From an optimization exercise on the open Yosys and OpenROAD flow, aimed at a short achievable clock period; shortcuts taken in it are not production practice. Where RTL was checked, it was by simulation tests only, not by an equivalence proof against the original. Function not checked in runs 1, 2, 5 and 6: the RTL went through the layout flow alone. No run shown here takes its clock network from TritonCTS; it comes from the design's own scripts or RTL. The clock input has no modelled driver; a real chip could not lean on it and would need a root buffer or a full tree. No activity file was given, so power comes from the tool's default toggle rates.

### flow/cts.tcl
# Replaces ORFS's CTS step: reads the placed design, builds the clock tree
# of clock_tree.tcl, repairs timing as ORFS's CTS step does, and writes the
# files the rest of the ORFS flow reads.
set res $::env(RES)
set plat $::env(FLOW_HOME)/platforms/sky130hd
read_liberty $plat/lib/sky130_fd_sc_hd__tt_025C_1v80.lib
read_db $res/3_place.odb
read_sdc $res/3_place.sdc
source $plat/setRC.tcl
set_dont_use {sky130_fd_sc_hd__probe_p_8 sky130_fd_sc_hd__probec_p_8 sky130_fd_sc_hd__lpflow_*}
source $::env(FLOWDIR)/clock_tree.tcl
build_clock_tree clk $::env(LEAF_CELL) $::env(LEAF_MAX) $::env(MID_CELL) 4
detailed_placement
estimate_parasitics -placement
set_propagated_clock [all_clocks]
report_clock_latency
# the port buffers come in the smallest cells, which the repair below may
# only swap for cells of the same footprint
foreach inst [[ord::get_db_block] getInsts] {
  set n [$inst getName]
  if {[regexp {^(input|output)[0-9]+$} $n]} {
    replace_cell $n sky130_fd_sc_hd__buf_4
  }
}
detailed_placement
estimate_parasitics -placement
repair_timing -setup_margin $::env(MARGIN) -hold_margin 0 -repair_tns 100 -verbose
detailed_placement
check_placement -verbose
estimate_parasitics -placement
report_clock_latency
report_worst_slack
write_db $res/4_1_cts.odb
write_sdc -no_timestamp $res/4_cts.sdc
### flow/run.sh
#!/bin/bash
set -euo pipefail
export MARGIN=${MARGIN:-6}
export LEAF_CELL=sky130_fd_sc_hd__clkinv_8 LEAF_MAX=24 MID_CELL=sky130_fd_sc_hd__clkinv_16
export RES=$PWD/orfs/results/sky130hd/midi4cx3_core/base
export FLOWDIR=$PWD/flow
bash standard.sh SETUP_SLACK_MARGIN=$MARGIN place > make_place.log 2>&1
openroad -no_init -exit flow/cts.tcl > cts.log 2>&1
bash standard.sh SETUP_SLACK_MARGIN=$MARGIN finish > make_finish.log 2>&1
### design.v
module midi4cx3_core (
    input  wire       clk,
    input  wire       rst,         
    input  wire       scan_clk,    
    input  wire       scan_data,   
    input  wire       scan_sync,   
    input  wire       pedal,       
    input  wire       tx_ready,    
    output reg  [7:0] tx_data,
    output reg        tx_wr
);
    localparam integer NS = 22;       
    reg [6:0]    pos;           
    reg          pz;            
    reg          p64;           
    reg          vk;            
    reg          prev_clk;      
    reg          prev_sync;     
    reg          rst_d;         
    reg [63:0]   ring;          
    reg          first;         
    reg          rot;           
    reg          last_d;        
    reg          last_p;        
    reg          pk;            
    reg          pv;            
    reg          event_f;
    reg          idle_f;
    reg [NS-1:0] wr;            
    reg          wadv;          
    reg [NS-1:0] rd;            
    reg          radv;          
    reg [20:0]   th;            
    reg [2:0]    off;           
    reg          m_ped [0:NS-1];
    reg          m_v   [0:NS-1];
    reg [6:0]    m_b1  [0:NS-1];
    integer i;
    wire old     = ring[0] & ~first;
    wire svc_en  = ~pz & ~prev_clk;
    wire [NS-1:0] wr_n   = {wr[NS-2:0], wr[NS-1]};
    wire [NS-1:0] rd_n   = {rd[NS-2:0], rd[NS-1]};
    wire [NS-1:0] wr_eff = wadv ? wr_n : wr;
    wire [NS-1:0] rd_eff = radv ? rd_n : rd;
    wire q_empty = ~wadv & ~(radv ? th[1] : th[0]);
    wire q_full  = ~radv & th[20];
    wire [6:0] note = pos[5] ? (7'd35 - {pos[5:0], 1'b0})      
                             : (7'd98 - {pos[5:0], 1'b0});     
    wire [6:0] b1_new  = p64 ? 7'h40 : note;
    wire [6:0] pos_inc = p64 ? 7'd0 : pos + 7'd1;
    wire is63    = (pos == 7'd63);
    wire vk_inc  = (pos <= 7'd30) | ((pos >= 7'd33) & (pos <= 7'd62));
    wire ev_ne   = event_f & ~q_empty;             
    wire ks_any  = ev_ne & idle_f & ~pz;
    wire ks_s0   = ev_ne & idle_f & pz & prev_sync;
    wire kc_d0   = ev_ne & ~p64 & ~(vk & old);
    wire kc_d1   = ev_ne & ~p64 & ~(vk & ~old);
    wire n_s1    = event_f & ~(q_empty & idle_f & ~pz);
    wire n_s0    = event_f & ~(q_empty & idle_f & (~pz | prev_sync));
    wire ev_r    = event_f & ~q_empty;
    wire ok      = svc_en & ~q_full;
    wire enq_k   = ok & vk;
    wire enq_p   = ok & p64;
    wire [2:0] off_tx = rst_d ? 3'b001 : {off[1:0], off[2]};
    wire [2:0] off_no = rst_d ? 3'b001 : off;
    wire       enq, ped_slot, rot_n, radv_n, tx_n;
    wire       ev_n, idle_n, prev_clk_n, prev_sync_n, pz_n, p64_n, vk_n;
    wire [2:0] off_n;
    wire [6:0] pos_n;
    midi4cx3_late late (
        .rst(rst), .c(scan_clk), .d(scan_data), .s(scan_sync), .p(pedal), .r(tx_ready),
        .svc_en(svc_en), .pz(pz), .p64(p64), .vk(vk), .old(old),
        .ev(event_f), .idle(idle_f), .ev_r(ev_r), .n_s1(n_s1), .n_s0(n_s0),
        .ks_any(ks_any), .ks_s0(ks_s0), .kc_d0(kc_d0), .kc_d1(kc_d1),
        .ped_any(~pk), .pv(pv), .enq_k(enq_k), .enq_p(enq_p),
        .prev_sync(prev_sync), .pos(pos), .pos_inc(pos_inc),
        .is63(is63), .vk_inc(vk_inc),
        .off2_ok(off[2] & ~rst_d), .off_tx(off_tx), .off_no(off_no),
        .enq(enq), .ped_slot(ped_slot), .tx_n(tx_n), .radv_n(radv_n), .off_n(off_n),
        .ev_n(ev_n), .idle_n(idle_n), .pos_n(pos_n), .pz_n(pz_n), .p64_n(p64_n),
        .vk_n(vk_n), .prev_clk_n(prev_clk_n), .prev_sync_n(prev_sync_n), .rot_n(rot_n)
    );
    reg       ha_ped, ha_v, hb_ped, hb_v;
    reg [6:0] ha_b1, hb_b1;
    always @(*) begin
        ha_ped = 1'b0; ha_v = 1'b0; ha_b1 = 7'd0;
        hb_ped = 1'b0; hb_v = 1'b0; hb_b1 = 7'd0;
        for (i = 0; i < NS; i = i + 1) begin
            ha_ped = ha_ped | (rd[i] & m_ped[i]);
            ha_v   = ha_v   | (rd[i] & m_v[i]);
            ha_b1  = ha_b1  | ({7{rd[i]}} & m_b1[i]);
            hb_ped = hb_ped | (rd_n[i] & m_ped[i]);
            hb_v   = hb_v   | (rd_n[i] & m_v[i]);
            hb_b1  = hb_b1  | ({7{rd_n[i]}} & m_b1[i]);
        end
    end
    wire       h_ped = radv ? hb_ped : ha_ped;
    wire       h_v   = radv ? hb_v   : ha_v;
    wire [6:0] h_b1  = radv ? hb_b1  : ha_b1;
    wire [7:0] b0 = {1'b1, 1'b0, h_ped, h_ped | h_v, 4'h0};
    wire [7:0] b1 = {1'b0, h_b1};
    wire [7:0] b2 = h_ped ? {1'b0, {7{h_v}}} : {1'b0, h_v, 6'd0};
    wire [7:0] hbyte = ({8{off[0]}} & b0) | ({8{off[1]}} & b1) | ({8{off[2]}} & b2);
    always @(posedge clk) begin
        rst_d     <= rst;
        pos       <= pos_n;
        pz        <= pz_n;
        p64       <= p64_n;
        vk        <= vk_n;
        prev_clk  <= prev_clk_n;
        prev_sync <= prev_sync_n;
        event_f   <= ev_n;
        idle_f    <= idle_n;
        tx_wr     <= tx_n;
        off       <= off_n;
        radv      <= radv_n;
        if (rst_d) begin
            wr   <= {{(NS-1){1'b0}}, 1'b1};
            rd   <= {{(NS-1){1'b0}}, 1'b1};
            th   <= 21'd0;
            wadv <= 1'b0;
        end else begin
            wr   <= wr_eff;
            rd   <= rd_eff;
            if (wadv)
                th <= {th[19:0], 1'b1};
            else if (radv)
                th <= {1'b0, th[20:1]};
            wadv <= enq;
        end
        if (rst_d) begin
            first <= 1'b1;
            pk    <= 1'b0;
        end else if (ped_slot) begin
            first <= 1'b0;
            pk    <= 1'b1;
        end
        if (ped_slot)
            pv <= pedal;
        rot    <= rot_n;
        last_d <= scan_data;
        last_p <= pedal;
        if (rot)
            ring <= {last_d, ring[63:1]};
        tx_data <= hbyte;
    end
    always @(posedge clk) begin
        for (i = 0; i < NS; i = i + 1) begin
            if (wr_eff[i]) begin
                m_ped[i] <= p64;
                m_b1[i]  <= b1_new;
            end
            if (wr[i])
                m_v[i] <= m_ped[i] ? last_p : last_d;
        end
    end
endmodule
module midi4cx3_late (
    input  wire       rst, c, d, s, p, r,
    input  wire       svc_en, pz, p64, vk, old,
    input  wire       ev, idle, ev_r, n_s1, n_s0,
    input  wire       ks_any, ks_s0, kc_d0, kc_d1,
    input  wire       ped_any, pv, enq_k, enq_p,
    input  wire       prev_sync,
    input  wire [6:0] pos, pos_inc,
    input  wire       is63, vk_inc,
    input  wire       off2_ok,
    input  wire [2:0] off_tx, off_no,
    output wire       enq, ped_slot, tx_n, radv_n,
    output wire [2:0] off_n,
    output wire       ev_n, idle_n, pz_n, p64_n, vk_n,
    output wire       prev_clk_n, prev_sync_n, rot_n,
    output wire [6:0] pos_n
);
    wire service = c & svc_en;
    wire kt      = vk & (d ^ old);
    wire pchg    = ped_any | (p ^ pv);
    wire sexit   = prev_sync & ~s;       
    assign ped_slot = service & p64;
    wire   tx     = r & ~rst & (service ? (d ? kc_d1 : kc_d0)
                                        : (ks_any | (ks_s0 & ~s)));
    assign tx_n   = tx;
    assign radv_n = tx & off2_ok;
    assign off_n  = tx ? off_tx : off_no;
    assign enq    = service & ((enq_k & (d ^ old)) | (enq_p & pchg));
    wire ev_sv  = kt | (p64 & (ev | pchg)) | (~p64 & (r ? ev_r : ev));
    wire ev_nsv = r ? (s ? n_s1 : n_s0) : ev;
    assign ev_n   = ~rst & (service ? ev_sv : ev_nsv);
    assign idle_n = ~rst & (service ? (vk ? ~(d ^ old) : (~p64 | idle)) : idle);
    assign pos_n[0] = ~rst & (pz ? sexit : (service ? pos_inc[0] : pos[0]));
    genvar g;
    generate
        for (g = 1; g < 7; g = g + 1) begin : pb
            assign pos_n[g] = ~rst & ~pz & (service ? pos_inc[g] : pos[g]);
        end
    endgenerate
    assign pz_n  = rst | (pz ? ~sexit : (service & p64));
    assign p64_n = ~rst & ~pz & (service ? is63 : p64);
    assign vk_n  = ~rst & (pz ? sexit : (service ? vk_inc : vk));
    assign prev_clk_n  = ~rst & c;
    assign prev_sync_n = ~rst & s;
    assign rot_n       = service;
endmodule
### flow/clock_tree.tcl
proc bisect {items maxn} {
  if {[llength $items] <= $maxn} { return [list $items] }
  set xs [lmap it $items {lindex $it 1}]
  set ys [lmap it $items {lindex $it 2}]
  set dx [expr {[tcl::mathfunc::max {*}$xs] - [tcl::mathfunc::min {*}$xs]}]
  set dy [expr {[tcl::mathfunc::max {*}$ys] - [tcl::mathfunc::min {*}$ys]}]
  set idx [expr {$dx >= $dy ? 1 : 2}]
  set s [lsort -integer -index $idx $items]
  set h [expr {[llength $s] / 2}]
  return [concat [bisect [lrange $s 0 [expr {$h - 1}]] $maxn] [bisect [lrange $s $h end] $maxn]]
}

proc centroid {items} {
  set sx 0; set sy 0
  foreach it $items { set sx [expr {$sx + [lindex $it 1]}]; set sy [expr {$sy + [lindex $it 2]}] }
  set n [llength $items]
  return [list [expr {$sx / $n}] [expr {$sy / $n}]]
}

proc build_clock_tree {clk_port leaf_cell leaf_max mid_cell n_mid} {
  set db [ord::get_db]
  set block [ord::get_db_block]
  set clknet [[$block findBTerm $clk_port] getNet]
  set sinks {}
  set i 0
  foreach it [$clknet getITerms] {
    set inst [$it getInst]
    set bb [$inst getBBox]
    lappend sinks [list $i [expr {([$bb xMin] + [$bb xMax]) / 2}] [expr {([$bb yMin] + [$bb yMax]) / 2}] $it]
    incr i
  }
  set leaves [bisect $sinks $leaf_max]
  puts "clock tree: [llength $sinks] sinks in [llength $leaves] leaf clusters"
  set lmaster [$db findMaster $leaf_cell]
  set mmaster [$db findMaster $mid_cell]
  set leafpts {}
  set li 0
  foreach cl $leaves {
    lassign [centroid $cl] cx cy
    set inst [odb::dbInst_create $block $lmaster "cts_leaf_$li"]
    $inst setLocation [expr {int($cx)}] [expr {int($cy)}]
    $inst setPlacementStatus PLACED
    set net [odb::dbNet_create $block "clknet_leaf_$li"]
    $net setSigType CLOCK
    [$inst findITerm [lindex [get_out_pin $leaf_cell] 0]] connect $net
    foreach s $cl {
      set it [lindex $s 3]
      $it disconnect
      $it connect $net
    }
    lappend leafpts [list $li $cx $cy $inst]
    incr li
  }
  # group the leaves into n_mid groups
  set per [expr {int(ceil(double([llength $leafpts]) / $n_mid))}]
  set groups [bisect $leafpts $per]
  set mi 0
  foreach g $groups {
    lassign [centroid $g] cx cy
    set inst [odb::dbInst_create $block $mmaster "cts_mid_$mi"]
    $inst setLocation [expr {int($cx)}] [expr {int($cy)}]
    $inst setPlacementStatus PLACED
    set net [odb::dbNet_create $block "clknet_mid_$mi"]
    $net setSigType CLOCK
    [$inst findITerm [lindex [get_out_pin $mid_cell] 0]] connect $net
    [$inst findITerm A] connect $clknet
    foreach l $g { [[lindex $l 3] findITerm A] connect $net }
    incr mi
  }
  puts "clock tree: [llength $groups] first-level cells"
}

proc get_out_pin {cell} {
  if {[string match *inv* $cell]} { return Y }
  return X
}
### standard.sh
#!/bin/bash
# synth_recipe.tcl (not shown) runs the flow's synth.tcl, then flattens the netlist and writes it again
# the make line also repeats each setting of config.mk as NAME=value (left out here)
make -C /OpenROAD-flow-scripts/flow DESIGN_CONFIG=/design/flow/config.mk WORK_HOME=/design/flow/orfs CLKGATE_MAP_FILE= SYNTH_SCRIPT=/design/flow/synth_recipe.tcl "${@:-finish}"
### config.mk
export PLATFORM = sky130hd
export DESIGN_NAME = midi4cx3_core
export DESIGN_NICKNAME = midi4cx3_core
export VERILOG_FILES = /design/flow/design.v
export SDC_FILE = /design/flow/constraint.sdc
export NUM_CORES = 4
export LEC_CHECK = 0
export CAP_MARGIN = 20
export CORE_MARGIN = 2
export CORE_UTILIZATION = 60
export SLEW_MARGIN = 20
export SYNTH_HIERARCHICAL = 1
### constraint.sdc
create_clock -name core_clock -period 8.0 [get_ports {clk}]
set_input_delay 1.6000 -clock core_clock [delete_from_list [all_inputs] [get_ports {clk}]]
set_output_delay 1.6000 -clock core_clock [all_outputs]
set_load 0.01 [all_outputs]
==> metrics.yaml, run 1 <==
timing:
  timing.final.crit_share: 0.331
  maxSlewViolCount: 0
  skew_ns: 0.0187
  finalHoldViolCount: 0
  rsz0062_at_grt: "true"
  worst_pin_slew_ns: 0.867
  setup_viol: 0
  slew_headroom: 0.422
  tns_ns: 0
  fmax_ghz: 0.378
  post-route-min-period_ns: 2.65
synth:
  ys_seq_elements: 362
  synth_mux_area_frac: 0.0665
  synth_xor_area_frac: 0.00486
  synth_fp_nets: 1048
  synth_top_family_by_area: "compound AO/OA/AOI/OAI gates"
  synth-compound-area-share: 0.134
  synth.area.top_cells: "edfxtp_1 55%, dfxtp_1 14%, a22oi_1 5.2%"
  synth_commonest_cells: "263 x edfxtp_1, 100 x a22oi_1, 99 x dfxtp_1, 76 x nor2_1, 47 x mux2_2"
  ys_warn_count: 10
  async_reset_ff_frac: 0
  synth-simple-area-share: 0.0792
  synth_edf_count: 263
  synth.top_cell.area_share: 0.547
  syn-instance-count: 1037
  post-synth-top-count-cell: "edfxtp_1"
  ys.flop_type: "edfxtp_1"
  netlist_area_um2: 14400
  synthDistinctLibCells: 50
  synth-adder-area-share: 0.00347
  ys_seq_area_frac: 0.685
  yosysTopAreaCell: "edfxtp_1"
  synth.avg_cell_area_um2: 13.9
drt:
  wl_per_cell_um: 28.8
  vias_per_cell: 7.03
  vias: 9584
  ant_nets: 0
  first_iter_violations: 1530
  drc: 0
  firstDrtPassIters: 8
  detail_route.wirelength_um: 39300
setup_path:
  critPathRequiredTime_ns: 8.06
  max_stage_delay_ns: 0.37
  cp_slowest_cell: "a2111oi_4"
  crit_type: "input port to register"
  endpoint_kind: "register"
  arrival_ns: 2.71
  crit_chain: "buf_8 -> nand2_8 -> clkinv_8 -> a2111oi_4 -> buf_6 -> mux2_4"
  startpoint_type: "input port"
  path_max_fanout: 5
layout:
  final_core_util: 0.676
  nets: 1058
  drive_gt1_frac: 0.194
  n_antenna_cell: 0
  area_growth_pct: 10.3
floorplanning:
  dieArea_um2: 25300
  fp.dieW_um: 159
  initial_utilization: 0.613
  dieHeight_um: 159
  design.core.area_um2: 23500
  boundaryPins: 16
  rows: 56
pwr:
  power_density_nw_per_um2: 175
  ir_drop_mv: 0.167
  leakagePower_nw: 5.22
placement:
  dpl.hpwl_um: 22000
  gp_congestion: 0.961
  io_buffers: 15
global_routing:
  antenna_found_initial: 0
  first_global_vias: 9348
  grt.overflow.total: 0
  grt_max_degree: 74
  gr-usage-all-layers: 0.301
  grt_pass1_wl_um: 58000
clock_tree:
  worstSkewPairLatency_ns: 0.18
  clkTransAtPathRegs_ns: 0.08
hold_path:
  hold_path_class: "register to register"
job:
  maxCapViolCount: 0
run_status:
  status: "complete, no violations"
==> per-stage QoR <==
step / total power, mW / area, um2 / cells / setup slack (ns) / hold WS, ns
5_1_grt: 2.87 / 15900 / 1364 / 5.30 / 0.434
3_3_place_gp: 2.08 / 14900 / 1316 / 4.64 / 0.402
2_1_floorplan: 2.07 / 14600 / 1037 / 5.34 / 0.358
6_report: 2.78 / 15900 / 1364 / 5.35 / 0.423
3_5_place_dp: 2.08 / 14900 / 1316 / 4.56 / 0.405
==> registers in the layout, indices dropped and copies added, names as in the netlist, 3 cells and up <==
register / count
ring: 64
tx_data: 8
off: 3
m_v: 22
m_b1: 154
wr: 22
m_ped: 22
rd: 22
pos: 7
th: 21
==> final timing paths <==
check             startpoint        to  slack [ns]  cells after the start
setup / recovery    scan_clk    off[2]        5.35                      6
hold / removal      ring[43]  ring[42]        0.42                      0
setup reg to reg        wadv    off[2]        5.50                      8
hold reg to reg     ring[43]  ring[42]        0.42                      0
==> cell type report <==
type,instances,area (um2)
fillers,1653,7630
inverters,34,448
multi-input cells,586,4430
flip-flops and latches,362,9920
well taps,319,399
repair buffers,63,713
==> critical path, delay by kind of cell <==
| family | cells | cell delay [ns] |
|---|---|---|
| compound gates | 1 | 0.37 |
| buf+inv | 3 | 0.35 |
| mux | 1 | 0.30 |
| simple gates | 1 | 0.08 |
==> placed cells by master, fill, tap and decap left out, types with 5 or more instances in the layout <==
cell type and n:
edfxtp_1 263, a22oi_1 97, dfxtp_1 78, nor2_1 72, mux2_2 44, mux2i_1 42
a22o_1 32, a221oi_1 32, nor2b_1 32, a21oi_1 31, nand4_1 29, buf_4 29
nand2_1 26, buf_6 22, nand3_1 20, a222oi_1 18, clkinv_8 17, dfxtp_2 17
inv_1 11, o21ai_0 9, nor3_1 9, a21oi_2 8, nand2_2 7, o22ai_1 5
a31oi_1 5
==> metal layers <==
metal / wire (um) / part of all wire / GRT usage / vias to the layer above
met1: 14400 / 0.37 / 0.409 / 4658
met2: 17700 / 0.45 / 0.479 / 687
met4: 2330 / 0.059 / 0.127 / 0
met3: 4890 / 0.12 / 0.0602 / 189
met5: 0 / 0 / 0 / -
li1: - / - / - / 4050
==> modules after synthesis, one instance, submodules excluded <==
module	cells	times used	flops+latches	cell area, um2
midi4cx3_core	970	1	362	14000
midi4cx3_late	67	1	0	389
==> report_power, final <==
| part | switching (mW) | internal [mW] |
|---|---|---|
| Clock | 0.603 | 0.132 |
| Sequential | 0.00845 | 2.00 |
| Combinational | 0.0237 | 0.0183 |
==> kinds of logic after synthesis <==
group	Yosys count
mux	90
xor+xnor	8
buf+inv	90
fa+ha+maj	4
flops	362
simple gates	230
compound gates	253
==> inputs of run 2 (changes only) <==
--- a/config.mk
+++ b/config.mk
@@ -9,3 +9,3 @@
 export CORE_MARGIN = 2
-export CORE_UTILIZATION = 60
+export CORE_UTILIZATION = 40
 export SLEW_MARGIN = 20
==> run 2 against run 1 <==
  * Sequential power hardly changed
  * Global-route usage is 9.7 points lower
  * Cell area is 1.1% higher
  * Clock skew is 0.0031 ns lower
  * Synthesized cell count stayed put
  * Worst setup slack better by 0.023 ns
  * Largest cell class unchanged
  * Highest routed layer unchanged
==> metrics.yaml, run 2 <==
layout:
  layout_commonest_cell: "edfxtp_1"
  final_cell_mix: "263 x edfxtp_1, 100 x a22oi_1, 84 x dfxtp_1"
  nets: 1060
  largest_register_ffs: 154
  drive_gt1_frac: 0.193
  regMostFlops: "m_b1"
  final_core_util: 0.452
  area_growth_pct: 11.5
  largestRegisters: "m_b1 x154, ring x64"
setup_path:
  crit_chain: "buf_8 -> nand2_8 -> clkinv_8 -> a2111oi_4 -> buf_4 -> mux2_4"
  cp_slowest_cell: "a2111oi_4"
  crit_type: "input port to register"
  startpoint_type: "input port"
  critPathRequiredTime_ns: 8.07
  path_buf_inv: 3
  path_max_fanout: 5
  path_delay_family: "buffers and inverters"
  max_stage_delay_ns: 0.34
  endpoint_kind: "register"
  arrival_ns: 2.70
synth:
  synth_fp_nets: 1048
  ys.flop_type: "edfxtp_1"
  synth_edf_count: 263
  async_reset_ff_frac: 0
  synth_commonest_cells: "263 x edfxtp_1, 100 x a22oi_1, 99 x dfxtp_1, 76 x nor2_1, 47 x mux2_2"
  synth.top_cell.area_share: 0.547
  yosysTopAreaCell: "edfxtp_1"
  syn-instance-count: 1037
  synthDistinctLibCells: 50
  ys_seq_area_frac: 0.685
  synth.area.top_cells: "edfxtp_1 55%, dfxtp_1 14%, a22oi_1 5.2%"
  ys_warn_count: 10
  post-synth-top-count-cell: "edfxtp_1"
  netlist_area_um2: 14400
  synth.avg_cell_area_um2: 13.9
  ys_seq_elements: 362
timing:
  slew_headroom: 0.443
  maxSlewViolCount: 0
  fmax_ghz: 0.381
  skew_ns: 0.0156
  post-route-min-period_ns: 2.62
  rsz0062_at_grt: "true"
  worst_pin_slew_ns: 0.835
  hold-worst-slack_ns: 0.418
  tns_ns: 0
  timing.final.crit_share: 0.328
  finalHoldViolCount: 0
  setup_viol: 0
  fin_ws_ns: 5.38
floorplanning:
  fp.dieW_um: 194
  initial_utilization: 0.406
  boundaryPins: 16
  dieHeight_um: 194
  dieArea_um2: 37600
  design.core.area_um2: 35600
  rows: 69
run_status:
  status: "complete, no violations"
global_routing:
  first_global_vias: 9037
  gr-usage-all-layers: 0.204
  grt.overflow.total: 0
  grt_pass1_wl_um: 58600
  grt_max_degree: 74
  antenna_found_initial: 1
drt:
  vias: 9440
  wl_per_cell_um: 26.4
  detail_route.wirelength_um: 39900
  drc: 0
  first_iter_violations: 1299
  vias_per_cell: 6.26
  ant_nets: 0
  firstDrtPassIters: 6
job:
  maxCapViolCount: 0
placement:
  pre_cts_slack_ns: 4.60
  gp_congestion: 0.919
  dpl.hpwl_um: 22300
  io_buffers: 15
clock_tree:
  clkTransAtPathRegs_ns: 0.09
  worstSkewPairLatency_ns: 0.18
hold_path:
  hold_path_class: "register to register"
pwr:
  power_density_nw_per_um2: 174
  ir_drop_mv: 0.125
  fin_total_pwr_mw: 2.79
  leakagePower_nw: 5.29
run 2: cell counts after synthesis:
No cell type changed its count.
run 2: worst reg2reg max path, cell delays in order, from the launching register on:
cell,delay (ns)
dfxtp_4,0.60
nor2b_1,0.11
a211oi_2,0.36
nand2b_1,0.21
inv_1,0.08
and3_1,0.15
nor2b_1,0.13
nor3_2,0.24
a2111oi_4,0.06
buf_4,0.18
mux2_4,0.29
run 2: metrics by stage:
| step | cell area [um2] | instances |
|---|---|---|
| floorplan | 14600 | 1037 |
| global placement | 15100 | 1464 |
| detailed placement | 15100 | 1464 |
| global route | 16100 | 1508 |
| finish | 16100 | 1509 |
run 2: kinds of logic after synthesis:
| logic type | Yosys count | synth area share |
|---|---|---|
| flops | 362 | 0.685 |
| compound gates | 253 | 0.134 |
| simple gates | 230 | 0.0792 |
| buf+inv | 90 | 0.0273 |
| mux | 90 | 0.0665 |
| xor+xnor | 8 | 0.00486 |
| fa+ha+maj | 4 | 0.00347 |
run 2: cell type report:
| class | instances | area [um2] |
|---|---|---|
| flip-flops and latches | 362 | 9910 |
| fillers | 3165 | 19500 |
| inverters | 34 | 445 |
| repair buffers | 65 | 681 |
| diodes | 1 | 2.50 |
| well taps | 461 | 577 |
| multi-input cells | 586 | 4470 |
run 2: final timing paths:
path	from	end	slack [ns]	depth (start not counted)
min	ring[34]	ring[33]	0.42	0
max reg2reg	radv	off[0]	5.49	10
min reg2reg	ring[34]	ring[33]	0.42	0
max	scan_clk	off[0]	5.38	6
run 2: report_power, final:
group	internal (mW)	switching [mW]	leakage [nW]
Combinational	0.0187	0.0244	1.79
Sequential	2.00	0.00841	3.34
Clock	0.132	0.614	0.156
Total	2.15	0.647	5.29
run 2: per-module statistics from Yosys (local to each module, per instance):
module | cells | cell area (um2) | flip-flops and latches
midi4cx3_late | 67 | 389 | 0
midi4cx3_core | 970 | 14000 | 362
run 2: per-layer routing:
layer	track usage	vias up	wire (um)
li1	-	4058	-
met1	0.289	4724	16400
met2	0.320	546	17900
met3	0.0346	112	3950
met4	0.0699	0	1580
met5	0	-	0
==> inputs of run 3 (changes only) <==
--- a/design.v
+++ b/design.v
@@ -49,4 +49,7 @@
     wire [6:0] b1_new  = p64 ? 7'h40 : note;
-    wire [6:0] pos_inc = p64 ? 7'd0 : pos + 7'd1;
+    wire at64    = pos[6];
+    wire [6:0] pos_inc = at64 ? 7'd1 : pos + 7'd1;
     wire is63    = (pos == 7'd63);
+    wire ped_d   = rot & at64;        
+    wire [2:0] off_t = tx_wr ? {off[1:0], off[2]} : off;
     wire vk_inc  = (pos <= 7'd30) | ((pos >= 7'd33) & (pos <= 7'd62));
@@ -63,8 +66,6 @@
     wire enq_p   = ok & p64;
-    wire [2:0] off_tx = rst_d ? 3'b001 : {off[1:0], off[2]};
-    wire [2:0] off_no = rst_d ? 3'b001 : off;
-    wire       enq, ped_slot, rot_n, radv_n, tx_n;
+    wire e_p1    = event_f | ~pk | ~pv;
+    wire e_p0    = event_f | ~pk | pv;
+    wire       enq, rot_n, radv_n, tx_n;
     wire       ev_n, idle_n, prev_clk_n, prev_sync_n, pz_n, p64_n, vk_n;
-    wire [2:0] off_n;
-    wire [6:0] pos_n;
     midi4cx3_late late (
@@ -74,8 +75,6 @@
         .ks_any(ks_any), .ks_s0(ks_s0), .kc_d0(kc_d0), .kc_d1(kc_d1),
-        .ped_any(~pk), .pv(pv), .enq_k(enq_k), .enq_p(enq_p),
-        .prev_sync(prev_sync), .pos(pos), .pos_inc(pos_inc),
-        .is63(is63), .vk_inc(vk_inc),
-        .off2_ok(off[2] & ~rst_d), .off_tx(off_tx), .off_no(off_no),
-        .enq(enq), .ped_slot(ped_slot), .tx_n(tx_n), .radv_n(radv_n), .off_n(off_n),
-        .ev_n(ev_n), .idle_n(idle_n), .pos_n(pos_n), .pz_n(pz_n), .p64_n(p64_n),
+        .ped_any(~pk), .pv(pv), .e_p1(e_p1), .e_p0(e_p0), .enq_k(enq_k), .enq_p(enq_p),
+        .prev_sync(prev_sync), .is63(is63), .vk_inc(vk_inc), .off2(off_t[2]),
+        .enq(enq), .tx_n(tx_n), .radv_n(radv_n),
+        .ev_n(ev_n), .idle_n(idle_n), .pz_n(pz_n), .p64_n(p64_n),
         .vk_n(vk_n), .prev_clk_n(prev_clk_n), .prev_sync_n(prev_sync_n), .rot_n(rot_n)
@@ -102,6 +101,5 @@
     wire [7:0] b2 = h_ped ? {1'b0, {7{h_v}}} : {1'b0, h_v, 6'd0};
-    wire [7:0] hbyte = ({8{off[0]}} & b0) | ({8{off[1]}} & b1) | ({8{off[2]}} & b2);
+    wire [7:0] hbyte = ({8{off_t[0]}} & b0) | ({8{off_t[1]}} & b1) | ({8{off_t[2]}} & b2);
     always @(posedge clk) begin
         rst_d     <= rst;
-        pos       <= pos_n;
         pz        <= pz_n;
@@ -114,5 +112,6 @@
         tx_wr     <= tx_n;
-        off       <= off_n;
         radv      <= radv_n;
         if (rst_d) begin
+            pos  <= 7'd1;
+            off  <= 3'b001;
             wr   <= {{(NS-1){1'b0}}, 1'b1};
@@ -122,2 +121,5 @@
         end else begin
+            if (rot)
+                pos <= pos_inc;
+            off  <= off_t;
             wr   <= wr_eff;
@@ -133,3 +135,3 @@
             pk    <= 1'b0;
-        end else if (ped_slot) begin
+        end else if (ped_d) begin
             first <= 1'b0;
@@ -137,4 +139,4 @@
         end
-        if (ped_slot)
-            pv <= pedal;
+        if (ped_d)
+            pv <= last_p;
         rot    <= rot_n;
@@ -162,13 +164,7 @@
     input  wire       ks_any, ks_s0, kc_d0, kc_d1,
-    input  wire       ped_any, pv, enq_k, enq_p,
-    input  wire       prev_sync,
-    input  wire [6:0] pos, pos_inc,
-    input  wire       is63, vk_inc,
-    input  wire       off2_ok,
-    input  wire [2:0] off_tx, off_no,
-    output wire       enq, ped_slot, tx_n, radv_n,
-    output wire [2:0] off_n,
+    input  wire       ped_any, pv, e_p1, e_p0, enq_k, enq_p,
+    input  wire       prev_sync, is63, vk_inc, off2,
+    output wire       enq, tx_n, radv_n,
     output wire       ev_n, idle_n, pz_n, p64_n, vk_n,
-    output wire       prev_clk_n, prev_sync_n, rot_n,
-    output wire [6:0] pos_n
+    output wire       prev_clk_n, prev_sync_n, rot_n
 );
@@ -178,3 +174,2 @@
     wire sexit   = prev_sync & ~s;       
-    assign ped_slot = service & p64;
     wire   tx     = r & ~rst & (service ? (d ? kc_d1 : kc_d0)
@@ -182,6 +177,5 @@
     assign tx_n   = tx;
-    assign radv_n = tx & off2_ok;
-    assign off_n  = tx ? off_tx : off_no;
+    assign radv_n = tx & off2;
     assign enq    = service & ((enq_k & (d ^ old)) | (enq_p & pchg));
-    wire ev_sv  = kt | (p64 & (ev | pchg)) | (~p64 & (r ? ev_r : ev));
+    wire ev_sv  = p64 ? (p ? e_p1 : e_p0) : (kt | (r ? ev_r : ev));
     wire ev_nsv = r ? (s ? n_s1 : n_s0) : ev;
@@ -189,9 +183,2 @@
     assign idle_n = ~rst & (service ? (vk ? ~(d ^ old) : (~p64 | idle)) : idle);
-    assign pos_n[0] = ~rst & (pz ? sexit : (service ? pos_inc[0] : pos[0]));
-    genvar g;
-    generate
-        for (g = 1; g < 7; g = g + 1) begin : pb
-            assign pos_n[g] = ~rst & ~pz & (service ? pos_inc[g] : pos[g]);
-        end
-    endgenerate
     assign pz_n  = rst | (pz ? ~sexit : (service & p64));
--- a/config.mk
+++ b/config.mk
@@ -9,3 +9,3 @@
 export CORE_MARGIN = 2
-export CORE_UTILIZATION = 40
+export CORE_UTILIZATION = 50
 export SLEW_MARGIN = 20
==> run 3 against run 2 <==
  * Global-route usage grew 4.7 points
  * Register-to-register slack gained 0.45 ns
  * Clock power is essentially flat
  * Critical path depth shrank 2
  * Via count shrank 1.3%
  * Cell count shrank 6.0%
  * Combinational power grew 19%
  * Critical endpoint is now event_f
==> metrics.yaml, run 3 <==
run_status:
  status: "complete, no violations"
synth:
  netlist_area_um2: 14400
  synthDistinctLibCells: 51
  synth-compound-area-share: 0.128
  synth_commonest_cells: "263 x edfxtp_1, 130 x a22oi_1, 99 x dfxtp_1, 75 x nor2_1, 48 x mux2i_1"
  synth_edf_count: 263
  synth-simple-area-share: 0.0832
  ys_seq_area_frac: 0.686
  yosysTopAreaCell: "edfxtp_1"
  ys_seq_elements: 362
  synth-adder-area-share: 0.00348
  synth_fp_nets: 1043
  synth.avg_cell_area_um2: 13.9
  ys_warn_count: 10
  synth.area.top_cells: "edfxtp_1 55%, dfxtp_1 14%, a22oi_1 6.8%"
  synth_mux_area_frac: 0.0704
  syn-instance-count: 1032
  synth.top_cell.area_share: 0.549
  synth_top_family_by_area: "compound AO/OA/AOI/OAI gates"
  ys.flop_type: "edfxtp_1"
  post-synth-top-count-cell: "edfxtp_1"
  async_reset_ff_frac: 0
  synth_xor_area_frac: 0.00243
layout:
  drive_gt1_frac: 0.163
  layout_commonest_cell: "edfxtp_1"
  nets: 1046
  regMostFlops: "m_b1"
  largest_register_ffs: 154
  area_growth_pct: 9.06
  largestRegisters: "m_b1 x154, ring x64"
  instances_no_fill: 1418
  final_cell_mix: "263 x edfxtp_1, 127 x a22oi_1, 81 x dfxtp_1"
pwr:
  switchingPower_uw: 652
  ir_drop_mv: 0.113
  leakagePower_nw: 4.95
  sequentialPowerShare: 0.716
  p_clk_frac: 0.265
  pwr-share-comb: 0.018
  power_density_nw_per_um2: 179
  p_sw_frac: 0.232
  p_int_mw: 2.15
drt:
  first_iter_violations: 1395
  wl_per_cell_um: 27.6
  firstDrtPassIters: 8
  vias: 9313
  detail_route.wirelength_um: 39200
  drc: 0
  vias_per_cell: 6.57
  ant_nets: 0
hold_path:
  worstHoldStart: "ring[1]"
  hold_path_class: "register to register"
global_routing:
  first_global_vias: 8762
  gr-usage-all-layers: 0.251
  antenna_found_initial: 1
  grt_max_degree: 71
  grt_pass1_wl_um: 56800
  grt.overflow.total: 0
floorplanning:
  boundaryPins: 16
  rows: 62
  dieArea_um2: 30200
  dieHeight_um: 174
  design.core.area_um2: 28500
  fp.dieW_um: 174
  initial_utilization: 0.504
job:
  maxCapViolCount: 0
setup_path:
  crit_type: "input port to register"
  startpoint_type: "input port"
  endpoint_kind: "register"
  path_max_fanout: 2
  startpoint: "scan_data"
  critPathRequiredTime_ns: 8.07
  arrival_ns: 2.43
  r2r-start: "radv"
timing:
  slew_headroom: 0.419
  finalHoldViolCount: 0
  maxSlewViolCount: 0
  rsz0062_at_grt: "true"
  hold-worst-slack_ns: 0.414
  fmax_ghz: 0.425
  tns_ns: 0
  worst_pin_slew_ns: 0.871
  timing.final.crit_share: 0.294
  post-route-min-period_ns: 2.35
  skew_ns: 0.0281
  setup_viol: 0
placement:
  dpl.hpwl_um: 21900
  io_buffers: 15
  place_inst: 1381
  gp_congestion: 0.926
clock_tree:
  clkTransAtPathRegs_ns: 0.08
  worstSkewPairLatency_ns: 0.18
run 3: cell types whose count changed in the layout (fill, tap and decap cells not counted), moves of 6 or more:
cell and delta:
a21oi_1 +6, a21oi_2 -6, a221oi_1 -16, a22o_1 -16, a22oi_1 +27, and2_1 +22, buf_4 -7, nand2_4 -6
nand3_1 +14, nand4_1 -6, nor2b_1 -25, nor3_1 +8
run 3: cell families after synthesis:
group | Yosys count
flops | 362
compound gates | 245
simple gates | 238
mux | 95
buf+inv | 84
xor+xnor | 4
fa+ha+maj | 4
run 3: power by group through the flow:
stage | Combinational, mW | Sequential, mW | Clock, mW
2_1_floorplan | 0.0286 | 2.05 | 0
3_3_place_gp | 0.0453 | 2.05 | 0
3_5_place_dp | 0.0460 | 2.05 | 0
5_1_grt | 0.0565 | 2.01 | 0.833
6_report | 0.0515 | 2.01 | 0.744
run 3: area by class of cell:
class                      instances  area [um2]
multi-input combinational        587        4340
antenna                            1        2.50
timing repair buffer              53         524
inverter                          31         434
tap                              384         480
sequential                       362        9920
fill                            2376       12800
run 3: final timing paths:
check,slack (ns),end,cells past startpoint
setup / recovery,5.65,event_f,4
hold / removal,0.41,ring[0],0
setup reg to reg,5.94,event_f,7
hold reg to reg,0.41,ring[0],0
run 3: critical path, stage by stage:
cell       delay, ns
buf_12          0.11
xor2_4          0.18
a2111oi_4       0.31
and4b_1         0.22
run 3: metal layers:
| layer | vias to the layer above | wire length [um] | share of wire | track usage |
|---|---|---|---|---|
| li1 | 4038 | - | - | - |
| met5 | - | 0 | 0 | 0 |
| met3 | 84 | 4250 | 0.11 | 0.0406 |
| met2 | 584 | 17900 | 0.46 | 0.397 |
| met1 | 4607 | 15800 | 0.40 | 0.359 |
| met4 | 0 | 1220 | 0.031 | 0.0826 |
run 3: per-module statistics from Yosys (local to each module, per instance):
module / flip-flops and latches / area (um2)
midi4cx3_late: 0 / 253
midi4cx3_core: 362 / 14100
run 3: stage by stage:
step / utilization / total power, mW / setup WS (ns) / area (um2)
floorplan: - / 2.08 / 5.56 / 14500
global placement: 0.523 / 2.10 / 4.94 / 14900
detailed placement: 0.523 / 2.10 / 4.94 / 14900
global route: 0.550 / 2.90 / 5.62 / 15700
finish: 0.550 / 2.81 / 5.65 / 15700
==> inputs of run 4 (changes only) <==
--- a/config.mk
+++ b/config.mk
@@ -9,3 +9,3 @@
 export CORE_MARGIN = 2
-export CORE_UTILIZATION = 50
+export CORE_UTILIZATION = 40
 export SLEW_MARGIN = 20
==> run 4 against run 3 <==
  * Still clean
  * Clock power is 0.5% higher
  * Wire length grew 2.7%
  * Sequential share of layout area is 0.73 points lower
  * Worst setup slack worse by 0.0033 ns
  * Cell count is 5.5% higher
  * Via count rose by 1.9%
  * Fmax shrank 0.14%
  * Global-route usage down 4.8 points
  * Largest cell class unchanged
==> metrics.yaml, run 4 <==
global_routing:
  gr-usage-all-layers: 0.204
  antenna_found_initial: 0
  grt_max_degree: 71
  first_global_vias: 9117
  grt.overflow.total: 0
  grt_pass1_wl_um: 58900
placement:
  dpl.hpwl_um: 22300
  gp_congestion: 0.931
  io_buffers: 15
  pre_cts_slack_ns: 4.97
  placed_area_um2: 15000
hold_path:
  hold_path_class: "register to register"
  worstHoldStart: "ring[60]"
floorplanning:
  fp.dieW_um: 194
  dieArea_um2: 37500
  dieHeight_um: 194
  boundaryPins: 16
  rows: 69
  design.core.area_um2: 35500
  initial_utilization: 0.406
clock_tree:
  clkTransAtPathRegs_ns: 0.09
  worstSkewPairLatency_ns: 0.18
layout:
  area_growth_pct: 10.5
  largest_register_ffs: 154
  final_cell_mix: "263 x edfxtp_1, 129 x a22oi_1, 76 x dfxtp_1"
  drive_gt1_frac: 0.168
  n_fill_cell: 3194
  n_antenna_cell: 0
  largestRegisters: "m_b1 x154, ring x64"
  final_core_util: 0.448
  fin_area_um2: 15900
  multi_input_area_um2: 4350
  seqCellArea_um2: 9940
  regMostFlops: "m_b1"
  nets: 1048
  layout_commonest_cell: "edfxtp_1"
timing:
  setup_viol: 0
  tns_ns: 0
  finalHoldViolCount: 0
  skew_ns: 0.0178
  fin_ws_ns: 5.65
  fmax_ghz: 0.425
  slew_headroom: 0.409
  worst_pin_slew_ns: 0.885
  maxSlewViolCount: 0
  post-route-min-period_ns: 2.35
  timing.final.crit_share: 0.294
  rsz0062_at_grt: "true"
drt:
  first_iter_violations: 1332
  drc: 0
  wl_per_cell_um: 26.9
  firstDrtPassIters: 6
  vias: 9487
  ant_nets: 0
  vias_per_cell: 6.34
  detail_route.wirelength_um: 40300
pwr:
  ir_drop_mv: 0.0992
  fin_total_pwr_mw: 2.81
  power_density_nw_per_um2: 177
  leakagePower_nw: 4.99
job:
  maxCapViolCount: 0
synth:
  synth.avg_cell_area_um2: 13.9
  synth_commonest_cells: "263 x edfxtp_1, 130 x a22oi_1, 99 x dfxtp_1, 75 x nor2_1, 48 x mux2i_1"
  synth.area.top_cells: "edfxtp_1 55%, dfxtp_1 14%, a22oi_1 6.8%"
  ys_warn_count: 10
  ys.flop_type: "edfxtp_1"
  ys_seq_area_frac: 0.686
  synthDistinctLibCells: 51
  post-synth-top-count-cell: "edfxtp_1"
  yosysTopAreaCell: "edfxtp_1"
  synth_edf_count: 263
  async_reset_ff_frac: 0
  netlist_area_um2: 14400
  ys_seq_elements: 362
  syn-instance-count: 1032
  synth_fp_nets: 1043
  synth.top_cell.area_share: 0.549
setup_path:
  r2r-start: "radv"
  crit_chain: "buf_12 -> xor2_4 -> a2111oi_4 -> and4b_1"
  critPathRequiredTime_ns: 8.08
  startpoint: "scan_data"
  crit_type: "input port to register"
  startpoint_type: "input port"
  arrival_ns: 2.43
  max_stage_delay_ns: 0.32
  endpoint_kind: "register"
  path_max_fanout: 2
  cp_slowest_cell: "a2111oi_4"
run_status:
  status: "complete, no violations"
## run 4: cell count changes in the layout (fill, tap and decap cells not counted), sizes merged
cell    before  now
clkbuf       1    2
buf         52   53
diode        1    0
## run 4: area by class of cell
class                           count  share of cell area
Sequential cell                   362               0.624
Inverter                           31              0.0273
Timing Repair Buffer               55              0.0385
Multi-Input combinational cell    587               0.274
Tap cell                          461              0.0363
## run 4: kinds of logic after synthesis
group                    synth area share
flip-flops                          0.686
AO/OA/AOI/OAI                       0.128
adder cells (fa/ha/maj)           0.00348
multiplexers                       0.0704
AND/OR/NAND/NOR                    0.0832
XOR/XNOR                          0.00243
buffers and inverters              0.0262
## run 4: modules after synthesis (local to each module, per instance)
module,cell area [um2],flops+latches,cells,times used
midi4cx3_core,14100,362,996,1
midi4cx3_late,253,0,36,1
## run 4: power by group
part | switching, mW | internal, mW
sequential | 0.0135 | 2.00
combinational | 0.0265 | 0.0220
clock | 0.616 | 0.132
total | 0.656 | 2.15
## run 4: path summary, 6_finish.rpt
kind | endpoint | slack [ns] | cells after the start
worst min-delay path | ring[59] | 0.41 | 0
worst max register to register | event_f | 5.95 | 7
worst max-delay path | event_f | 5.65 | 4
worst min register to register | ring[59] | 0.41 | 0
## run 4: worst max-delay path: cells and delay by family
family	cells	cell delay (ns)
compound gates	1	0.32
xor+xnor	1	0.18
buf+inv	1	0.11
simple gates	1	0.22
## run 4: per-layer routing
metal	vias up	GRT usage	wire length (um)
li1	4041	-	-
met1	4697	0.293	16600
met2	613	0.314	17800
met3	136	0.0376	4220
met4	0	0.0633	1580
met5	-	0	0
## run 4: through the flow
step | hold slack (ns) | std cells
after global placement | 0.404 | 1455
final | 0.413 | 1496
after floorplan | 0.400 | 1032
after detailed placement | 0.405 | 1456
after global routing | 0.420 | 1496
==> inputs of run 5 (changes only) <==
==> design.v (replaced) <==
module midi4cx3_core (
    input  wire       clk,
    input  wire       rst,         
    input  wire       scan_clk,    
    input  wire       scan_data,   
    input  wire       scan_sync,   
    input  wire       pedal,       
    input  wire       tx_ready,    
    output reg  [7:0] tx_data,
    output reg        tx_wr
);
    localparam integer NS = 22;       
    reg          i_rst, i_c, i_d, i_s, i_p, i_r;
    reg [6:0]    pos;           
    reg          pz;            
    reg          p64;           
    reg          vk;            
    reg          prev_clk;      
    reg          prev_sync;     
    reg          rst_d;         
    reg [63:0]   ring;          
    reg          first;         
    reg          rot;           
    reg          last_d;        
    reg          last_p;        
    reg          pk;            
    reg          pv;            
    reg          event_f;
    reg          idle_f;
    reg [NS-1:0] wr;            
    reg          wadv;          
    reg [NS-1:0] rd;            
    reg          radv;          
    reg [20:0]   th;            
    reg [2:0]    off;           
    reg          tx_b;          
    reg          m_ped [0:NS-1];
    reg          m_v   [0:NS-1];
    reg [6:0]    m_b1  [0:NS-1];
    integer i;
    wire old     = ring[0] & ~first;
    wire svc_en  = ~pz & ~prev_clk;
    wire [NS-1:0] wr_n   = {wr[NS-2:0], wr[NS-1]};
    wire [NS-1:0] rd_n   = {rd[NS-2:0], rd[NS-1]};
    wire [NS-1:0] wr_eff = wadv ? wr_n : wr;
    wire [NS-1:0] rd_eff = radv ? rd_n : rd;
    wire q_empty = ~wadv & ~(radv ? th[1] : th[0]);
    wire q_full  = ~radv & th[20];
    wire at64    = pos[6];
    wire [6:0] pos_inc = at64 ? 7'd1 : pos + 7'd1;
    wire is63    = (pos == 7'd63);
    wire vk_inc  = (pos <= 7'd30) | ((pos >= 7'd33) & (pos <= 7'd62));
    wire ped_d   = rot & at64;        
    wire [2:0] off_t = tx_b ? {off[1:0], off[2]} : off;
    wire service = i_c & svc_en;
    wire kt      = service & vk & (i_d ^ old);
    wire pchg    = ~pk | (i_p ^ pv);
    wire sexit   = prev_sync & ~i_s;              
    wire enq     = service & ~q_full & (kt | (p64 & pchg));
    wire enq_req = service & (kt | (p64 & pchg));
    wire idle_x  = kt ? 1'b0 : ((service & ~p64) ? 1'b1 : idle_f);
    wire pos_nz  = pz ? sexit : ~(service & p64);
    wire gate    = event_f & idle_x & pos_nz;
    wire ev_clr  = gate & i_r & q_empty;
    wire          pz_k        = i_rst | (pz ? ~sexit : (service & p64));
    wire          p64_k       = ~i_rst & ~pz & (service ? is63 : p64);
    wire          vk_k        = ~i_rst & (pz ? sexit : (service ? vk_inc : vk));
    wire          prev_clk_k  = ~i_rst & i_c;
    wire          prev_sync_k = ~i_rst & i_s;
    wire          ev_k        = ~i_rst & ~ev_clr & (event_f | enq_req);
    wire          idle_k      = ~i_rst & idle_x;
    wire          rot_k       = service;
    wire          radv_k      = tx_wr & off_t[2];
    wire          wadv_k      = ~rst_d & enq;
    wire [6:0]    pos_k       = rst_d ? 7'd1 : (rot ? pos_inc : pos);
    wire [2:0]    off_k       = rst_d ? 3'b001 : off_t;
    wire [NS-1:0] wr_k        = rst_d ? {{(NS-1){1'b0}}, 1'b1} : wr_eff;
    wire [NS-1:0] rd_k        = rst_d ? {{(NS-1){1'b0}}, 1'b1} : rd_eff;
    wire [20:0]   th_k        = rst_d ? 21'd0 :
                                wadv  ? {th[19:0], 1'b1} :
                                radv  ? {1'b0, th[20:1]} : th;
    wire          first_k     = rst_d ? 1'b1 : (ped_d ? 1'b0 : first);
    wire          pk_k        = rst_d ? 1'b0 : (ped_d ? 1'b1 : pk);
    wire          pv_k        = ped_d ? last_p : pv;
    wire          ring0_k     = rot ? ring[1] : ring[0];
    wire old_k     = ring0_k & ~first_k;
    wire svc_en_k  = ~pz_k & ~prev_clk_k;
    wire q_empty_k = ~wadv_k & ~(radv_k ? th_k[1] : th_k[0]);
    wire ev_ne_k   = ev_k & ~q_empty_k;
    wire ks_any    = ev_ne_k & idle_k & ~pz_k;
    wire ks_s0     = ev_ne_k & idle_k & pz_k & prev_sync_k;
    wire kc_d0     = svc_en_k & ev_ne_k & ~p64_k & ~(vk_k & old_k);
    wire kc_d1     = svc_en_k & ev_ne_k & ~p64_k & ~(vk_k & ~old_k);
    wire tx;
    midi4cx3_tx sched (
        .rst(rst), .c(scan_clk), .d(scan_data), .s(scan_sync), .r(tx_ready),
        .svc_en(svc_en_k), .ks_any(ks_any), .ks_s0(ks_s0), .kc_d0(kc_d0), .kc_d1(kc_d1),
        .tx(tx)
    );
    wire [NS-1:0] rd_nk = {rd_k[NS-2:0], rd_k[NS-1]};
    reg       ha_ped, ha_v, hb_ped, hb_v;
    reg [6:0] ha_b1, hb_b1;
    always @(*) begin
        ha_ped = 1'b0; ha_v = 1'b0; ha_b1 = 7'd0;
        hb_ped = 1'b0; hb_v = 1'b0; hb_b1 = 7'd0;
        for (i = 0; i < NS; i = i + 1) begin
            ha_ped = ha_ped | (rd_k[i] & m_ped[i]);
            ha_v   = ha_v   | (rd_k[i] & m_v[i]);
            ha_b1  = ha_b1  | ({7{rd_k[i]}} & m_b1[i]);
            hb_ped = hb_ped | (rd_nk[i] & m_ped[i]);
            hb_v   = hb_v   | (rd_nk[i] & m_v[i]);
            hb_b1  = hb_b1  | ({7{rd_nk[i]}} & m_b1[i]);
        end
    end
    wire [2:0] off_tk = tx_wr ? {off_k[1:0], off_k[2]} : off_k;
    wire       h_ped = radv_k ? hb_ped : ha_ped;
    wire       h_v   = radv_k ? hb_v   : ha_v;
    wire [6:0] h_b1  = radv_k ? hb_b1  : ha_b1;
    wire [7:0] b0 = {1'b1, 1'b0, h_ped, h_ped | h_v, 4'h0};
    wire [7:0] b1 = {1'b0, h_b1};
    wire [7:0] b2 = h_ped ? {1'b0, {7{h_v}}} : {1'b0, h_v, 6'd0};
    wire [7:0] hbyte = ({8{off_tk[0]}} & b0) | ({8{off_tk[1]}} & b1) | ({8{off_tk[2]}} & b2);
    wire [6:0] note_k = pos_k[5] ? (7'd35 - {pos_k[5:0], 1'b0})      
                                 : (7'd98 - {pos_k[5:0], 1'b0});     
    wire [6:0] b1_k   = p64_k ? 7'h40 : note_k;
    wire [NS-1:0] wr_effk = wadv_k ? {wr_k[NS-2:0], wr_k[NS-1]} : wr_k;
    always @(posedge clk) begin
        i_rst <= rst;
        i_c   <= scan_clk;
        i_d   <= scan_data;
        i_s   <= scan_sync;
        i_p   <= pedal;
        i_r   <= tx_ready;
        pz        <= pz_k;
        p64       <= p64_k;
        vk        <= vk_k;
        prev_clk  <= prev_clk_k;
        prev_sync <= prev_sync_k;
        event_f   <= ev_k;
        idle_f    <= idle_k;
        rot       <= rot_k;
        radv      <= radv_k;
        wadv      <= wadv_k;
        pos       <= pos_k;
        off       <= off_k;
        wr        <= wr_k;
        rd        <= rd_k;
        th        <= th_k;
        first     <= first_k;
        pk        <= pk_k;
        pv        <= pv_k;
        rst_d     <= i_rst;
        last_d    <= i_d;
        last_p    <= i_p;
        tx_b      <= tx_wr;
        if (rot)
            ring <= {last_d, ring[63:1]};
        tx_wr   <= tx;
        tx_data <= hbyte;
    end
    always @(posedge clk) begin
        for (i = 0; i < NS; i = i + 1) begin
            if (wr_effk[i]) begin
                m_ped[i] <= p64_k;
                m_b1[i]  <= b1_k;
            end
            if (wr_k[i])
                m_v[i] <= m_ped[i] ? i_p : i_d;
        end
    end
endmodule
module midi4cx3_tx (
    input  wire rst, c, d, s, r,
    input  wire svc_en,            
    input  wire ks_any, ks_s0,     
    input  wire kc_d0, kc_d1,      
    output wire tx
);
    assign tx = r & ~rst & ((c & svc_en) ? (d ? kc_d1 : kc_d0)
                                         : (ks_any | (ks_s0 & ~s)));
endmodule
--- a/config.mk
+++ b/config.mk
@@ -11,2 +11 @@
 export SLEW_MARGIN = 20
-export SYNTH_HIERARCHICAL = 1
==> run 5 against run 4 <==
  * Sequential cell count increased by 7
  * Worst setup slack got worse by 0.081 ns
  * Cell count increased by 11%
  * Clock power increased by 2.8%
  * Utilization increased by 4.5 points
  * Total power increased by 3.0%
  * Largest cell class unchanged
  * Highest routed layer unchanged
==> metrics.yaml, run 5 <==
placement:
  pre_cts_slack_ns: 4.78
  gp_congestion: 0.924
  io_buffers: 15
  place_inst: 1532
  dpl.hpwl_um: 27000
timing:
  setup_viol: 0
  tns_ns: 0
  timing.final.crit_share: 0.304
  rsz0062_at_grt: "true"
  fin_ws_ns: 5.56
  fmax_ghz: 0.411
  finalHoldViolCount: 0
  maxSlewViolCount: 0
  worst_pin_slew_ns: 0.943
  skew_ns: 0.0242
  post-route-min-period_ns: 2.44
  slew_headroom: 0.367
setup_path:
  startpoint_type: "register"
  r2r_end: "tx_data[2]"
  path_delay_family: "buffers and inverters"
  endpoint_kind: "register"
  startpoint: "radv"
  r2r_slack_ns: 5.56
  path_buf_inv: 4
  rr_worst_depth: 11
  max_stage_delay_ns: 0.45
  cp.depth: 11
  cpMostUsedCell: "buf_12"
  r2r-start: "radv"
  path_max_fanout: 6
  crit_chain: "buf_12 -> buf_12 -> mux2i_4 -> buf_4 -> buf_6 -> o32ai_2 -> nor4_2 -> nand4_1 -> o31a_1 -> nand3_4 -> o21ai_1"
  crit_type: "register to register"
  cp_slowest_cell: "dfxtp_4"
  critPathRequiredTime_ns: 8.07
  arrival_ns: 2.50
clock_tree:
  worstSkewPairLatency_ns: 0.19
  clkTransAtPathRegs_ns: 0.10
pwr:
  leakagePower_nw: 5.99
  pwr-share-comb: 0.025
  p_int_mw: 2.20
  p_sw_frac: 0.239
  switchingPower_uw: 693
  power_density_nw_per_um2: 161
  ir_drop_mv: 0.0976
  p_clk_frac: 0.266
  fin_total_pwr_mw: 2.89
  sequentialPowerShare: 0.709
drt:
  wl_per_cell_um: 28.7
  vias_per_cell: 6.30
  vias: 10435
  drc: 0
  detail_route.wirelength_um: 47600
  ant_nets: 0
  first_iter_violations: 1304
  firstDrtPassIters: 6
synth:
  synth.avg_cell_area_um2: 13.6
  yosysTopAreaCell: "edfxtp_1"
  synth.top_cell.area_share: 0.533
  async_reset_ff_frac: 0
  syn-instance-count: 1088
  synthDistinctLibCells: 56
  synth_commonest_cells: "263 x edfxtp_1, 106 x a22oi_1, 106 x dfxtp_1, 105 x nor2_1, 57 x mux2i_1"
  synth_fp_nets: 1099
  ys_warn_count: 4
  netlist_area_um2: 14800
  ys_seq_elements: 369
  post-synth-top-count-cell: "edfxtp_1"
  synth.area.top_cells: "edfxtp_1 53%, dfxtp_1 14%, a22oi_1 5.4%"
  synth_edf_count: 263
  ys.flop_type: "edfxtp_1"
  ys_seq_area_frac: 0.676
floorplanning:
  dieArea_um2: 38600
  rows: 70
  boundaryPins: 16
  initial_utilization: 0.406
  fp.dieW_um: 197
  dieHeight_um: 197
  design.core.area_um2: 36500
layout:
  final_core_util: 0.493
  layout_commonest_cell: "edfxtp_1"
  largestRegisters: "m_b1 x154, ring x64"
  nets: 1202
  regMostFlops: "m_b1"
  drive_gt1_frac: 0.278
  largest_register_ffs: 154
  final_cell_mix: "263 x edfxtp_1, 103 x a22oi_1, 87 x dfxtp_1"
  instances_no_fill: 1657
  area_growth_pct: 21.5
  n_antenna_cell: 0
hold_path:
  worstHoldStart: "last_p"
  hold-path-endpoint: "pv"
  hold_depth: 0
  hold_path_class: "register to register"
global_routing:
  antenna_found_initial: 0
  gr-usage-all-layers: 0.239
  grt_pass1_wl_um: 67900
  grt_max_degree: 49
  first_global_vias: 10065
  grt.overflow.total: 0
job:
  maxCapViolCount: 0
run_status:
  status: "complete, no violations"
run 5: changes by cell type in the layout (fill, tap and decap cells not counted), moves of 14 or more:
cell	delta
buf_12	+14
mux2i_4	+20
o22ai_1	+16
mux2_2	-22
nor2_4	+17
buf_4	+54
a22oi_1	-26
and2_1	-24
mux2_4	+17
nand2b_1	+17
run 5: worst max-delay path by stage:
stage            endpoint  slack [ns]
6_report       tx_data[2]        5.56
3_3_place_gp   tx_data[4]        4.73
3_5_place_dp   tx_data[4]        4.78
2_1_floorplan  m_b1[0][4]        5.76
5_1_grt        tx_data[5]        5.50
run 5: power by group through the flow:
stage / Sequential [mW] / Combinational, mW / Clock, mW
after global routing: 2.05 / 0.0786 / 0.857
after detailed placement: 2.10 / 0.0442 / 0
after floorplan: 2.09 / 0.0369 / 0
after global placement: 2.10 / 0.0443 / 0
final: 2.05 / 0.0735 / 0.769
run 5: per-layer routing:
metal,up-vias,wire length (um),global-route usage
li1,4449,-,-
met1,5138,18900,0.330
met2,671,21000,0.374
met3,177,4780,0.0423
met4,0,2820,0.103
met5,-,0,0
run 5: through the flow:
stage / area [um2] / hold WS (ns)
finish: 18000 / 0.413
global route: 18000 / 0.429
detailed placement: 15800 / 0.395
global placement: 15800 / 0.389
floorplan: 15200 / 0.329
run 5: cell type report:
type / instances / area [um2]
flip-flops and latches: 369 / 10100
fillers: 3105 / 18500
well taps: 468 / 586
multi-input cells: 645 / 5430
repair buffers: 129 / 1450
inverters: 46 / 494
run 5: logic make-up (layout without fill, tap and decap cells):
logic type | Yosys count | in the layout | synth area share
compound gates | 256 | 257 | 0.127
xor+xnor | 10 | 10 | 0.00591
fa+ha+maj | 4 | 4 | 0.00338
buf+inv | 81 | 175 | 0.0242
flops | 369 | 369 | 0.676
mux | 108 | 108 | 0.0802
simple gates | 260 | 266 | 0.0840
==> inputs of run 6 (changes only) <==
--- a/config.mk
+++ b/config.mk
@@ -11 +11,2 @@
 export SLEW_MARGIN = 20
+export SYNTH_HIERARCHICAL = 1
==> run 6 against run 5 <==
  * Clock power shrank 0.7%
  * Cell count rose by 0.84%
  * Cell area is 0.28% higher
  * Sequential power hardly changed
  * Register-to-register slack got worse by 0.07 ns
  * Combinational power increased by 12%
  * Worst setup slack got worse by 0.066 ns
  * Utilization fell by 0.22 points
  * Largest cell class unchanged
==> metrics.yaml, run 6 <==
synth:
  async_reset_ff_frac: 0
  synth_commonest_cells: "263 x edfxtp_1, 116 x a22oi_1, 106 x dfxtp_1, 98 x nor2_1, 63 x mux2i_1"
  synth.avg_cell_area_um2: 13.6
  synth.top_cell.area_share: 0.527
  post-synth-top-count-cell: "edfxtp_1"
  yosysTopAreaCell: "edfxtp_1"
  synth_edf_count: 263
  ys_seq_elements: 369
  ys_warn_count: 10
  synthDistinctLibCells: 67
  syn-instance-count: 1102
  synth.area.top_cells: "edfxtp_1 53%, dfxtp_1 14%, a22oi_1 5.8%"
  netlist_area_um2: 15000
  ys_seq_area_frac: 0.669
  ys.flop_type: "edfxtp_1"
  synth_fp_nets: 1113
setup_path:
  max_stage_delay_ns: 0.50
  critPathRequiredTime_ns: 8.07
  startpoint: "radv"
  crit_chain: "buf_12 -> clkbuf_16 -> mux2_4 -> a32oi_1 -> nand4bb_1 -> or4_1 -> o21a_1 -> nand4_4 -> o211ai_1"
  crit_type: "register to register"
  arrival_ns: 2.57
  endpoint_kind: "register"
  r2r-start: "radv"
  cp_slowest_cell: "or4_1"
  path_delay_family: "simple AND/OR/NAND/NOR gates"
  startpoint_type: "register"
  path_buf_inv: 2
  path_max_fanout: 6
layout:
  layout_commonest_cell: "edfxtp_1"
  n_antenna_cell: 0
  largest_register_ffs: 154
  multi_input_area_um2: 5430
  final_core_util: 0.491
  seqCellArea_um2: 10100
  area_growth_pct: 20.6
  final_cell_mix: "263 x edfxtp_1, 116 x a22oi_1, 90 x dfxtp_1"
  largestRegisters: "m_b1 x154, ring x64"
  regMostFlops: "m_b1"
  n_fill_cell: 3101
  nets: 1216
  drive_gt1_frac: 0.268
timing:
  slew_headroom: 0.350
  tns_ns: 0
  fmax_ghz: 0.400
  skew_ns: 0.0296
  setup_viol: 0
  rsz0062_at_grt: "true"
  timing.final.crit_share: 0.313
  maxSlewViolCount: 0
  finalHoldViolCount: 0
  worst_pin_slew_ns: 0.974
  post-route-min-period_ns: 2.50
floorplanning:
  design.core.area_um2: 36800
  fp.dieW_um: 198
  rows: 70
  dieHeight_um: 198
  boundaryPins: 16
  dieArea_um2: 39000
  initial_utilization: 0.407
hold_path:
  hold_path_class: "register to register"
  worstHoldStart: "ring[29]"
pwr:
  ir_drop_mv: 0.117
  sequentialPowerShare: 0.708
  switchingPower_uw: 692
  p_sw_frac: 0.239
  p_int_mw: 2.20
  p_clk_frac: 0.264
  power_density_nw_per_um2: 160
  leakagePower_nw: 5.98
  pwr-share-comb: 0.028
drt:
  wl_per_cell_um: 29.3
  ant_nets: 0
  detail_route.wirelength_um: 48900
  vias_per_cell: 6.39
  first_iter_violations: 1634
  vias: 10680
  firstDrtPassIters: 8
  drc: 0
global_routing:
  grt.overflow.total: 0
  grt_max_degree: 38
  gr-usage-all-layers: 0.245
  first_global_vias: 10178
  grt_pass1_wl_um: 70100
  antenna_found_initial: 0
placement:
  gp_congestion: 0.937
  dpl.hpwl_um: 28000
  io_buffers: 15
run_status:
  status: "complete, no violations"
clock_tree:
  worstSkewPairLatency_ns: 0.20
  clkTransAtPathRegs_ns: 0.09
job:
  maxCapViolCount: 0
-- run 6: changes by cell type in the layout (fill, tap and decap cells not counted), moves of 8 or more --
cell / before / now
nor2_1: 83 / 75
o22ai_1: 16 / 4
a21oi_1: 37 / 46
and3_1: 0 / 8
mux2i_4: 20 / 6
a22oi_1: 103 / 116
nand2b_1: 23 / 11
-- run 6: cell families after synthesis --
family,synth area share
flip-flops,0.669
AO/OA/AOI/OAI,0.131
AND/OR/NAND/NOR,0.0845
multiplexers,0.0804
buffers and inverters,0.0264
XOR/XNOR,0.00526
adder cells (fa/ha/maj),0.00334
-- run 6: power by group through the flow --
stage | Clock [mW] | Combinational, mW | Sequential, mW
floorplan | 0 | 0.0338 | 2.09
global placement | 0 | 0.0432 | 2.10
detailed placement | 0 | 0.0436 | 2.10
global route | 0.851 | 0.0867 | 2.05
finish | 0.764 | 0.0820 | 2.05
-- run 6: cell type report --
cell class / instances / area share
flip-flops and latches: 369 / 0.557
repair buffers: 128 / 0.0817
well taps: 468 / 0.0324
multi-input cells: 656 / 0.300
inverters: 50 / 0.0287
-- run 6: metal layers --
layer,GRT usage,vias up,wire length (um)
li1,-,4514,-
met4,0.112,0,3260
met3,0.0406,203,5130
met2,0.370,745,20700
met1,0.346,5218,19800
met5,0,-,0
-- run 6: final timing paths --
check / end / cells after the start / slack (ns)
setup / recovery: tx_data[4] / 9 / 5.50
hold / removal: ring[28] / 0 / 0.42
setup reg to reg: tx_data[4] / 9 / 5.50
hold reg to reg: ring[28] / 0 / 0.42
-- run 6: per-module statistics from Yosys, one instance, submodules excluded --
module / cells inside / copies in the design / flops+latches / area, um2
midi4cx3_core: 1097 / 1 / 369 / 14900
midi4cx3_tx: 5 / 1 / 0 / 46.3
-- run 6: stage by stage --
stage                     area, um2  setup WS (ns)  total power [mW]  instances  hold slack [ns]
after floorplan               15200           5.71              2.12       1102            0.329
after global placement        15800           4.56              2.14       1542            0.386
after detailed placement      15800           4.43              2.14       1542            0.404
after global routing          18100           5.43              2.99       1671            0.423
final                         18100           5.50              2.89       1671            0.419

[static timing again, ports no longer ideal]
Ports are ideal in the flow. The routed layouts listed here were re-timed in OpenROAD.
Step 1, drivers: a clkbuf_16 drives clk and a buf_2 each remaining input, both assumed.
Step 2 also shifts input and output timing later by t, the mid clock arrival at the registers, as if the neighbouring blocks saw the same clock.
a / b / c = ideal ports / drivers / drivers and shift; a / b = the first two.
| run | t, ns | slack for setup (ns) | worst setup path after step 2 | latest minus earliest clock arrival (ns) |
|---|---|---|---|---|
| run 1 | 0.394 | 5.354 / 5.498 / 5.152 | input to register | 0.029 / 0.031 |
| run 2 | 0.401 | 5.377 / 5.493 / 5.169 | input to register | 0.020 / 0.021 |
| run 3 | 0.403 | 5.649 / 5.452 / 5.435 | input to register | 0.028 / 0.030 |
| run 4 | 0.404 | 5.646 / 5.510 / 5.416 | input to register | 0.020 / 0.021 |
| run 5 | 0.412 | 5.564 / 5.491 / 5.565 | register to register | 0.028 / 0.029 |
| run 6 | 0.417 | 5.498 / 5.423 / 5.498 | register to register | 0.032 / 0.034 |
After both steps setup and hold are still met in every run listed. The setup slack of run 4, which loses most, moves by -0.136 ns with the drivers and by -0.230 ns with both steps.
